Source: an optimization exercise on an open RTL-to-GDS flow (aim: small area). Production flows keep margins and buffers that such runs may drop.
RTL that was checked went through simulation tests only; none was proved equivalent to the original.
Power figures rest on the tool's default switching activity, not on a simulated workload.

## oak
## pms_codec
module pms_codec #(
    parameter STRICT_LEN = 0
) (
    input             clk,
    input             rst,         
    input             req_valid,
    input      [31:0] req,
    output reg        rsp_valid,
    output reg [15:0] rsp_data
);
Size: ~770 cells after synthesis, about 15,000 um^2 of cells after synthesis.
Settings: LEC_CHECK=0, CAP_MARGIN=20, CORE_MARGIN=2, CORE_UTILIZATION=40, CTS_BUF_LIST=sky130_fd_sc_hd__clkbuf_8, CTS_CLUSTER_DIAMETER=60, CTS_CLUSTER_SIZE=20, SLEW_MARGIN=20, SYNTH_HIERARCHICAL=1; clock period 12.0 ns.
standard.sh (not shown) runs the stock make flow with config.mk's settings and CLKGATE_MAP_FILE= SYNTH_SCRIPT=/design/flow/synth_recipe.tcl, a recipe that flattens the netlist after the stock synthesis.
==> flow/flow/run.sh <==
#!/bin/bash
# Standard layout, with two changes made through ORFS's own variables:
#  * the port buffers are sky130_fd_sc_hd__buf_1 (every port still gets one);
#  * clock tree synthesis runs without dummy loads.
# Each step's full output is in orfs/logs/; make's own output is in make.log.
set -euo pipefail
cts_args="-sink_clustering_enable -repair_clock_nets -dont_use_dummy_load"
cts_args="$cts_args -buf_list sky130_fd_sc_hd__clkbuf_8 -sink_clustering_size 20 -sink_clustering_max_diameter 60"
bash standard.sh \
    "BUFFER_PORTS_ARGS=-buffer_cell sky130_fd_sc_hd__buf_1" \
    "CTS_ARGS=$cts_args" \
    finish > make.log 2>&1
oak completed end to end with timing, DRC and antenna clean.
Inputs modified between oak and pine:
- CAP_MARGIN changed from 20 to 0
- CTS_BUF_LIST removed (was sky130_fd_sc_hd__clkbuf_8)
- CTS_CLUSTER_DIAMETER removed (was 60)
- SLEW_MARGIN changed from 20 to 0
- GPL_TIMING_DRIVEN newly set to 0
- CTS_CLUSTER_SIZE removed (was 20)
- CORE_UTILIZATION changed from 40 to 70
diff --git a/flow/flow/run.sh b/flow/flow/run.sh
--- a/flow/flow/run.sh
+++ b/flow/flow/run.sh
@@ -6,5 +6,5 @@
 set -euo pipefail
 cts_args="-sink_clustering_enable -repair_clock_nets -dont_use_dummy_load"
-cts_args="$cts_args -buf_list sky130_fd_sc_hd__clkbuf_8 -sink_clustering_size 20 -sink_clustering_max_diameter 60"
+cts_args="$cts_args -buf_list sky130_fd_sc_hd__clkbuf_4 -sink_clustering_size 12 -sink_clustering_max_diameter 40"
 bash standard.sh \
     "BUFFER_PORTS_ARGS=-buffer_cell sky130_fd_sc_hd__buf_1" \
Findings:
pine against oak: final clock skew climbed 0.040 ns, area added between synthesis and finish dropped 0.19 points.
Looking at the reports, pine completed the entire flow and the layout it produced met the timing, design-rule and antenna checks.
The global-route wire length before repair on pine is in line with that on oak.
Pre-CTS worst setup slack: pine worse than oak

* * *

Setup of build 16:
Another version of the RTL of pms_codec (not shown whole).
Size: ~790 cells after synthesis, roughly 430 flip-flops, about 52 I/O pins, ~15000 µm² of cells after synthesis.
clock: 12.0 ns
lec_check: 0
cap_margin: 20
core_margin: 2
core_utilization: 40
cts_buf_list: sky130_fd_sc_hd__clkbuf_8
cts_cluster_diameter: 60
cts_cluster_size: 20
slew_margin: 20
synth_hierarchical: 1
run.sh (not shown) runs the stock make flow with config.mk's settings and CLKGATE_MAP_FILE= SYNTH_SCRIPT=/design/flow/synth_recipe.tcl, a recipe that flattens the netlist after the stock synthesis.
Stock flow here: none of the scripts above is used.
Relative to build 16, the following input files were edited for build 80:
-- flow/config.mk --
<<< build 16, line 9
export CORE_MARGIN = 2
export CORE_UTILIZATION = 40
export CTS_BUF_LIST = sky130_fd_sc_hd__clkbuf_8
export CTS_CLUSTER_DIAMETER = 60
export CTS_CLUSTER_SIZE = 20
export SLEW_MARGIN = 20
export SYNTH_HIERARCHICAL = 1
>>> build 80, line 9
export CORE_MARGIN = 2
export CORE_UTILIZATION = 40
export CTS_BUF_LIST = sky130_fd_sc_hd__clkbuf_4
export SLEW_MARGIN = 20
export SYNTH_HIERARCHICAL = 1
### Flow results
Build 80: done, clean on timing, DRC and antenna
Taking build 16 as the reference, in build 80 total power went up; total area of sequential cells did not really move; highest ir drop seen on vdd went down.
What build 16 reported for final-stage net count has to be multiplied by 1.08 to get the figure for build 80.
Comparing build 80 against build 16, there is no change at all in hold-fix buffer count after cts.
Relative to build 80, the following input files were edited for build 19:
-- flow/config.mk --
<<< build 80, line 9
export CORE_MARGIN = 2
export CORE_UTILIZATION = 40
export CTS_BUF_LIST = sky130_fd_sc_hd__clkbuf_4
export SLEW_MARGIN = 20
export SYNTH_HIERARCHICAL = 1
>>> build 19, line 9
export CORE_MARGIN = 2
export CORE_UTILIZATION = 40
export CTS_BUF_LIST = sky130_fd_sc_hd__clkbuf_8
export SLEW_MARGIN = 20
export SYNTH_HIERARCHICAL = 1
## What came out
Build 19: cell area is 0.54% lower than what build 80 reported.
Build 19 vs. build 80: power consumed by sequential cells now sits at about the same level; worst hold margin now sits higher; portion of total power attributed to sequential cells now sits higher.
## Diff of input files: build 35 against build 19
-- flow/config.mk --
<<< build 19, line 9
export CORE_MARGIN = 2
export CORE_UTILIZATION = 40
export CTS_BUF_LIST = sky130_fd_sc_hd__clkbuf_8
export SLEW_MARGIN = 20
export SYNTH_HIERARCHICAL = 1
>>> build 35, line 9
export CORE_MARGIN = 2
export CORE_UTILIZATION = 40
export CTS_BUF_LIST = sky130_fd_sc_hd__clkbuf_16
export CTS_CLUSTER_DIAMETER = 60
export CTS_CLUSTER_SIZE = 30
export SLEW_MARGIN = 20
export SYNTH_HIERARCHICAL = 1
Notes after the runs:
Via count was lower in build 35 than in build 19. Fmax of build 35 is on par with build 19. STATUS final wirelength: build 35 wins against build 19. Diff build 19..build 35 | starting density of the core | unchanged. Fraction of area in multi-input gates delta (build 19 -> build 35): insignificant. Cell count in build 35 is 67 below build 19. Of the two candidates, build 19 has the worse post-route standard cell area excluding fillers and build 35 the better one. From build 35 to build 19, area after detailed placement did not move at all. Re total global routing track utilization: build 19 and build 35 aren't equal, and the lower value belongs to build 35. Count of nets after finishing in build 35 vs build 19: down 41. On power, build 19 and build 35 are basically level.
Function was not checked in any run of this note: the RTL went through the layout flow alone.

* * *

Setup of lane 1:
Another version of the RTL of pms_codec (not shown whole).
Size in the first run: ~52 I/O pins.
## pms_codec
module pms_codec #(
    parameter STRICT_LEN = 0
) (
    input             clk,
    input             rst,         
    input             req_valid,
    input      [31:0] req,
    output reg        rsp_valid,
    output reg [15:0] rsp_data
);
==> flow/config.mk <==
export PLATFORM = sky130hd
export DESIGN_NAME = pms_codec
export DESIGN_NICKNAME = pms_codec
export VERILOG_FILES = /design/flow/design.v
export SDC_FILE = /design/flow/constraint.sdc
export NUM_CORES = 4
export LEC_CHECK = 0
export CAP_MARGIN = 20
export CORE_MARGIN = 2
export CORE_UTILIZATION = 40
export PLACE_DENSITY = 0.85
export SLEW_MARGIN = 20
export SYNTH_HIERARCHICAL = 1
==> flow/constraint.sdc <==
create_clock -name core_clock -period 12.0 [get_ports {clk}]
set_input_delay 2.4000 -clock core_clock [delete_from_list [all_inputs] [get_ports {clk}]]
set_output_delay 2.4000 -clock core_clock [all_outputs]
set_load 0.01 [all_outputs]
standard.sh (not shown) runs the stock make flow with config.mk's settings and CLKGATE_MAP_FILE= SYNTH_SCRIPT=/design/flow/synth_recipe.tcl, a recipe that flattens the netlist after the stock synthesis.
==> flow/flow/run.sh <==
#!/bin/bash
# Standard layout, with two changes made through ORFS's own variables:
#  * the port buffers are sky130_fd_sc_hd__buf_1 (every port still gets one);
#  * clock tree synthesis runs without dummy loads.
# Each step's full output is in orfs/logs/; make's own output is in make.log.
set -euo pipefail
cts_args="-sink_clustering_enable -repair_clock_nets -dont_use_dummy_load"
cts_args="$cts_args -buf_list sky130_fd_sc_hd__clkbuf_4 -sink_clustering_size 10 -sink_clustering_max_diameter 45"
bash standard.sh \
    "BUFFER_PORTS_ARGS=-buffer_cell sky130_fd_sc_hd__buf_1" \
    "CTS_ARGS=$cts_args" \
    finish > make.log 2>&1
Lane 1 finished all stages; the layout is clean.
Input changes introduced in lane 2 (baseline for comparison: lane 1):
Settings: PLACE_DENSITY removed (was 0.85).
--- a/flow/flow/run.sh
+++ b/flow/flow/run.sh
@@ -11,0 +12 @@
+    "RECOVER_POWER=100" \
Findings:
Lane 2 finished all stages; layout check result: FAIL, due to max-capacitance violations, max-slew violations. Largest net degree at the start of global routing, lane 1 and lane 2: lower on lane 2. In lane 2 relative to lane 1, final design instance area without fill had gone down slightly. Lane 2 gives more minimum period implied by the final worst setup slack than lane 1 did. Lane 2 consumes more power than lane 1 does. | routed length on met2 | lane 2 vs lane 1 | 0.32% lower |. Fraction of layout instances using a drive strength above 1 delta for lane 2 relative to lane 1: 1.2 points lower. The run showing the greater worst hold margin is lane 1. [diff] net switching power figure, lane 2 relative to lane 1: regression. Lane 2 does worse than lane 1 on post-detailed-routing wire length. Any difference in number of cells in the finished layout apart from fillers between lane 2 and lane 1 is small enough to ignore. Run comparison: lane 1 slowest cell on the critical path edfxtp_1; lane 2 slowest cell on the critical path clkbuf_1.
Inputs modified between lane 2 and lane 3:
--- a/flow/flow/run.sh
+++ b/flow/flow/run.sh
@@ -8 +8 @@
-cts_args="$cts_args -buf_list sky130_fd_sc_hd__clkbuf_4 -sink_clustering_size 10 -sink_clustering_max_diameter 45"
+cts_args="$cts_args -buf_list sky130_fd_sc_hd__clkbuf_8 -sink_clustering_size 24 -sink_clustering_max_diameter 45"
@@ -12 +11,0 @@
-    "RECOVER_POWER=100" \
--- outcome ---
Every run in lane 3 and lane 2 closed cleanly, with the single exception of lane 2. Nothing crashed in lane 2 and all stages finished; the problem is that the final layout failed, the offending checks being max-capacitance violations, max-slew violations. Lane 3 ends up with a relative contribution of the clock network to total power that is 3.4 points higher than in lane 2. As of lane 3, total clock buffers created by CTS had fallen by more than 10% compared to lane 2. Lane 3 vs lane 2: instance count on the critical path up in lane 3.
### lane 3 -> lane 4
--- a/flow/flow/run.sh
+++ b/flow/flow/run.sh
@@ -8 +8 @@
-cts_args="$cts_args -buf_list sky130_fd_sc_hd__clkbuf_8 -sink_clustering_size 24 -sink_clustering_max_diameter 45"
+cts_args="$cts_args -buf_list sky130_fd_sc_hd__clkbuf_4 -sink_clustering_size 10 -sink_clustering_max_diameter 45"
[summary]
- Lane 3: flow completed, timing, DRC and antenna clean
- Lane 4 reached the final stage; the timing, design-rule and antenna checks on its layout passed.
- On die area, lane 4 and lane 3 are neck and neck.
- Reported for lane 4 and lane 3, cell total after placement turned out identical to the last digit.
- Diff lane 3 -> lane 4: clock latency reported for the late side of the worst-skew pair saw an increase; met2 usage in global routing stayed essentially flat.
- Proportion of cell area spent on the clock network: lane 4 and lane 3 compared, lower one is lane 4
Relative to lane 4, the following input files were edited for lane 5:
--- a/flow/flow/run.sh
+++ b/flow/flow/run.sh
@@ -8 +8 @@
-cts_args="$cts_args -buf_list sky130_fd_sc_hd__clkbuf_4 -sink_clustering_size 10 -sink_clustering_max_diameter 45"
+cts_args="$cts_args -buf_list sky130_fd_sc_hd__clkbuf_8 -sink_clustering_size 20 -sink_clustering_max_diameter 60"
Results
The utilization after layout of lane 4 and that of lane 5 are within noise of each other.
CTS buffer count ends up lower on lane 5.
Looking at ratio of cells with drive above 1 in the final layout, lane 5 sits 2.3 points below lane 4.
Lane 5 vs lane 4 — post-route fraction of the period consumed by the critical path dropped 0.64 points.
| register area | lane 4 vs lane 5 | ≈ equal |
Lane 5 vs lane 4: clock power up
Lane 5 gives less critical path data arrival time than lane 4 did.
Going from lane 4 to lane 5, power spent charging and discharging nets went down 0.011 mW; wire length on met2 went down 1.1%.

* * *

Another version of the RTL of pms_codec (not shown whole).
Size: about 15000 um2 of cells after synthesis.
Design pms_codec, start of the top module:
module pms_codec #(
    parameter STRICT_LEN = 0
) (
    input             clk,
    input             rst,         
    input             req_valid,
    input      [31:0] req,
    output reg        rsp_valid,
    output reg [15:0] rsp_data
);
==> flow/config.mk <==
export PLATFORM = sky130hd
export DESIGN_NAME = pms_codec
export DESIGN_NICKNAME = pms_codec
export VERILOG_FILES = /design/flow/design.v
export SDC_FILE = /design/flow/constraint.sdc
export NUM_CORES = 4
export LEC_CHECK = 0
export CAP_MARGIN = 20
export CORE_MARGIN = 2
export CORE_UTILIZATION = 50
export SLEW_MARGIN = 20
export SYNTH_HIERARCHICAL = 1
==> flow/constraint.sdc <==
create_clock -name core_clock -period 12.0 [get_ports {clk}]
set_input_delay 2.4000 -clock core_clock [delete_from_list [all_inputs] [get_ports {clk}]]
set_output_delay 2.4000 -clock core_clock [all_outputs]
set_load 0.01 [all_outputs]
==> flow/flow/run.sh <==
#!/bin/bash
# Standard layout, with two changes made through ORFS's own variables:
#  * the port buffers are sky130_fd_sc_hd__buf_1 (every port still gets one);
#  * clock tree synthesis runs without dummy loads, with clkbuf_4 buffers
#    driving sink clusters of at most 10 flip-flops within 45 um.
# Each step's full output is in orfs/logs/; make's own output is in make.log.
set -euo pipefail
cts_args="-sink_clustering_enable -repair_clock_nets -dont_use_dummy_load"
cts_args="$cts_args -buf_list sky130_fd_sc_hd__clkbuf_4 -sink_clustering_size 10 -sink_clustering_max_diameter 45"
bash standard.sh \
    "BUFFER_PORTS_ARGS=-buffer_cell sky130_fd_sc_hd__buf_1" \
    "CTS_ARGS=$cts_args" \
    finish > make.log 2>&1
==> next run, changes <==
==> flow/flow/run.sh (replaced) <==
#!/bin/bash
# Standard layout, with two changes made through ORFS's own variables:
#  * the port buffers are sky130_fd_sc_hd__buf_1 (every port still gets one);
#  * clock tree synthesis runs without dummy loads.
# Each step's full output is in orfs/logs/; make's own output is in make.log.
set -euo pipefail
cts_args="-sink_clustering_enable -repair_clock_nets -dont_use_dummy_load"
cts_args="$cts_args -buf_list sky130_fd_sc_hd__clkbuf_4 -sink_clustering_size 11 -sink_clustering_max_diameter 45"
bash standard.sh \
    "BUFFER_PORTS_ARGS=-buffer_cell sky130_fd_sc_hd__buf_1" \
    "CTS_ARGS=$cts_args" \
    finish > make.log 2>&1
- CORE_UTILIZATION: 50 -> 40
=>
- The new run finished with timing, DRC and antenna clean
- hold slack gets worse by 0.050 ns
- register-to-register slack gets better by 0.02 ns
- non-clock buffer count goes up by 3
- critical path depth stays the same
- area after synthesis stays the same
- setup slack gets worse by 0.19 ns
- clock skew goes down by 0.029 ns
- routed wire length goes up slightly
==> next run, changes <==
==> flow/flow/run.sh (replaced) <==
#!/bin/bash
# Standard layout, with two changes made through ORFS's own variables:
#  * the port buffers are sky130_fd_sc_hd__buf_1 (every port still gets one);
#  * clock tree synthesis runs without dummy loads, with clkbuf_4 buffers
#    driving sink clusters of at most 10 flip-flops within 45 um.
# Each step's full output is in orfs/logs/; make's own output is in make.log.
set -euo pipefail
cts_args="-sink_clustering_enable -repair_clock_nets -dont_use_dummy_load"
cts_args="$cts_args -buf_list sky130_fd_sc_hd__clkbuf_4 -sink_clustering_size 10 -sink_clustering_max_diameter 45"
bash standard.sh \
    "BUFFER_PORTS_ARGS=-buffer_cell sky130_fd_sc_hd__buf_1" \
    "CTS_ARGS=$cts_args" \
    finish > make.log 2>&1
- CORE_UTILIZATION: 40 -> 75
Effect: The changed run went through all stages and came out clean; clock-buffer cell count does not change; sequential share of layout area grows by 1.6 points; global-route usage grows by 11 points; cell area shrinks by 2.0%; power shrinks by 0.80%; cell count shrinks by 19%; setup slack is better by 0.027 ns.

* * *

P:
Starting RTL as in the previous note.
export LEC_CHECK = 0
export CAP_MARGIN = 20
export CORE_MARGIN = 2
export CORE_UTILIZATION = 90
export SLEW_MARGIN = 20
export SYNTH_HIERARCHICAL = 1
create_clock -name core_clock -period 12.0 [get_ports {clk}]
==> flow/flow/run.sh <==
#!/bin/bash
# Standard layout, with two changes made through ORFS's own variables:
#  * the port buffers are sky130_fd_sc_hd__buf_1 (every port still gets one);
#  * clock tree synthesis runs without dummy loads, with clkbuf_4 buffers
#    driving sink clusters of at most 10 flip-flops within 45 um.
# Each step's full output is in orfs/logs/; make's own output is in make.log.
set -euo pipefail
cts_args="-sink_clustering_enable -repair_clock_nets -dont_use_dummy_load"
cts_args="$cts_args -buf_list sky130_fd_sc_hd__clkbuf_4 -sink_clustering_size 10 -sink_clustering_max_diameter 45"
bash standard.sh \
    "BUFFER_PORTS_ARGS=-buffer_cell sky130_fd_sc_hd__buf_1" \
    "CTS_ARGS=$cts_args" \
    finish > make.log 2>&1
P is listed as incomplete: the tool reported an error in detailed placement and the run ended there.
Input-level comparison between Q and P:
Settings: CORE_UTILIZATION: 90 -> 60.
### Flow results
Width of the die of Q exceeds that of P by more than 10%.
In summary, Q completed successfully, with a layout that passed the timing, design-rule and antenna checks.
Going from P to Q, post-synthesis net count did not really move, last weighted congestion value of the routability-driven placer went down, xor-xnor portion of the synthesized cell area did not really move.
#### Input delta (R over Q)
Settings: an added GPL_TIMING_DRIVEN of 0; a change of CORE_UTILIZATION from 60 to 40.
==> flow/flow/run.sh <==
#!/bin/bash
# Standard layout, with two changes made through ORFS's own variables:
#  * the port buffers are sky130_fd_sc_hd__buf_1 (every port still gets one);
#  * clock tree synthesis runs without dummy loads.
# Each step's full output is in orfs/logs/; make's own output is in make.log.
set -euo pipefail
cts_args="-sink_clustering_enable -repair_clock_nets -dont_use_dummy_load"
cts_args="$cts_args -buf_list sky130_fd_sc_hd__clkbuf_4 -sink_clustering_size 10 -sink_clustering_max_diameter 45"
bash standard.sh \
    "BUFFER_PORTS_ARGS=-buffer_cell sky130_fd_sc_hd__buf_1" \
    "CTS_ARGS=$cts_args" \
    finish > make.log 2>&1
[summary]
Q | stages: all done | timing, DRC, antenna: all pass. Every stage of the flow completed for R, and the final layout passed the timing, design-rule and antenna checks. Compared with Q, in R height of the die shows an increase of about 22%, combinational fraction of design power shows an increase of 0.2 points, worst hold slack shows a reduction of 0.012 ns.
Here is what was changed in the inputs of S compared with R.
Settings: CTS_CLUSTER_DIAMETER now 60, previously not set; GPL_TIMING_DRIVEN no longer set, was 0; CTS_BUF_LIST now sky130_fd_sc_hd__clkbuf_8, previously not set; CTS_CLUSTER_SIZE now 20, previously not set.
==> flow/run.sh (new file) <==
#!/bin/bash
# synth_recipe.tcl (not shown) runs the flow's synth.tcl, then flattens the netlist and writes it again
# the make line also repeats each setting of config.mk as NAME=value (left out here)
make -C /OpenROAD-flow-scripts/flow DESIGN_CONFIG=/design/flow/config.mk WORK_HOME=/design/flow/orfs CLKGATE_MAP_FILE= SYNTH_SCRIPT=/design/flow/synth_recipe.tcl finish
removed: flow/flow/run.sh
removed: flow/standard.sh
--- outcome ---
- S finished end to end and its layout was clean on timing, DRC and antenna.
- Summary of S over R: clock network fraction of design power now sits higher; total non-filler cell area in the finished layout rose 210 um2; minimum clock period now sits higher; total number of nets in the final design has decreased; power consumption rose 3.9%.

## port drivers added, routing unchanged
The flow's constraints put no driver on any port. The routed layouts listed below were extracted and timed again, unchanged, in two steps. Step 1 sets driving cells, clkbuf_16 on the clock port and buf_2 on the other inputs (assumed; they add their load-dependent delay and slew). Step 2 times the ports against the registers' clock, not the clock port: input delays grow and output delays shrink by t, the midpoint of the rising clock arrivals with the driver on. Slacks: ideal ports / drivers / drivers and shift; pairs: ideal ports / drivers.
run | shift t [ns] | setup WS [ns] | latest minus earliest clock arrival (ns)
oak | 0.617 | 4.057 / 4.010 / 4.628 | 0.057 / 0.057
pine | 0.692 | 3.824 / 3.782 / 4.474 | 0.086 / 0.086
build 16 | 0.672 | 3.980 / 3.932 / 4.604 | 0.057 / 0.057
build 80 | 0.810 | 3.886 / 3.840 / 4.650 | 0.064 / 0.064
build 19 | 0.633 | 4.080 / 4.032 / 4.665 | 0.028 / 0.028
build 35 | 0.639 | 4.065 / 4.015 / 4.654 | 0.036 / 0.036
lane 1 | 0.716 | 3.982 / 3.940 / 4.577 | 0.038 / 0.037
lane 2 | 0.700 | 3.108 / 3.131 / 2.431 | 0.093 / 0.093
lane 3 | 0.588 | 4.126 / 4.083 / 4.618 | 0.065 / 0.065
lane 4 | 0.699 | 4.003 / 3.960 / 4.608 | 0.099 / 0.099
lane 5 | 0.625 | 4.079 / 4.034 / 4.652 | 0.056 / 0.056
the first run of note 4 | 0.704 | 4.190 / 4.145 / 4.548 | 0.094 / 0.095
the second run of note 4 | 0.697 | 4.002 / 3.957 / 4.654 | 0.062 / 0.062
the third run of note 4 | 0.694 | 4.029 / 3.990 / 4.491 | 0.051 / 0.051
Q | 0.700 | 4.124 / 4.083 / 4.630 | 0.054 / 0.054
R | 0.732 | 3.936 / 3.891 / 4.527 | 0.082 / 0.081
S | 0.629 | 3.728 / 3.685 / 4.300 | 0.026 / 0.027
For lane 2, which loses most, drivers alone change the setup slack by +0.023 ns; drivers and shift together by -0.677 ns.
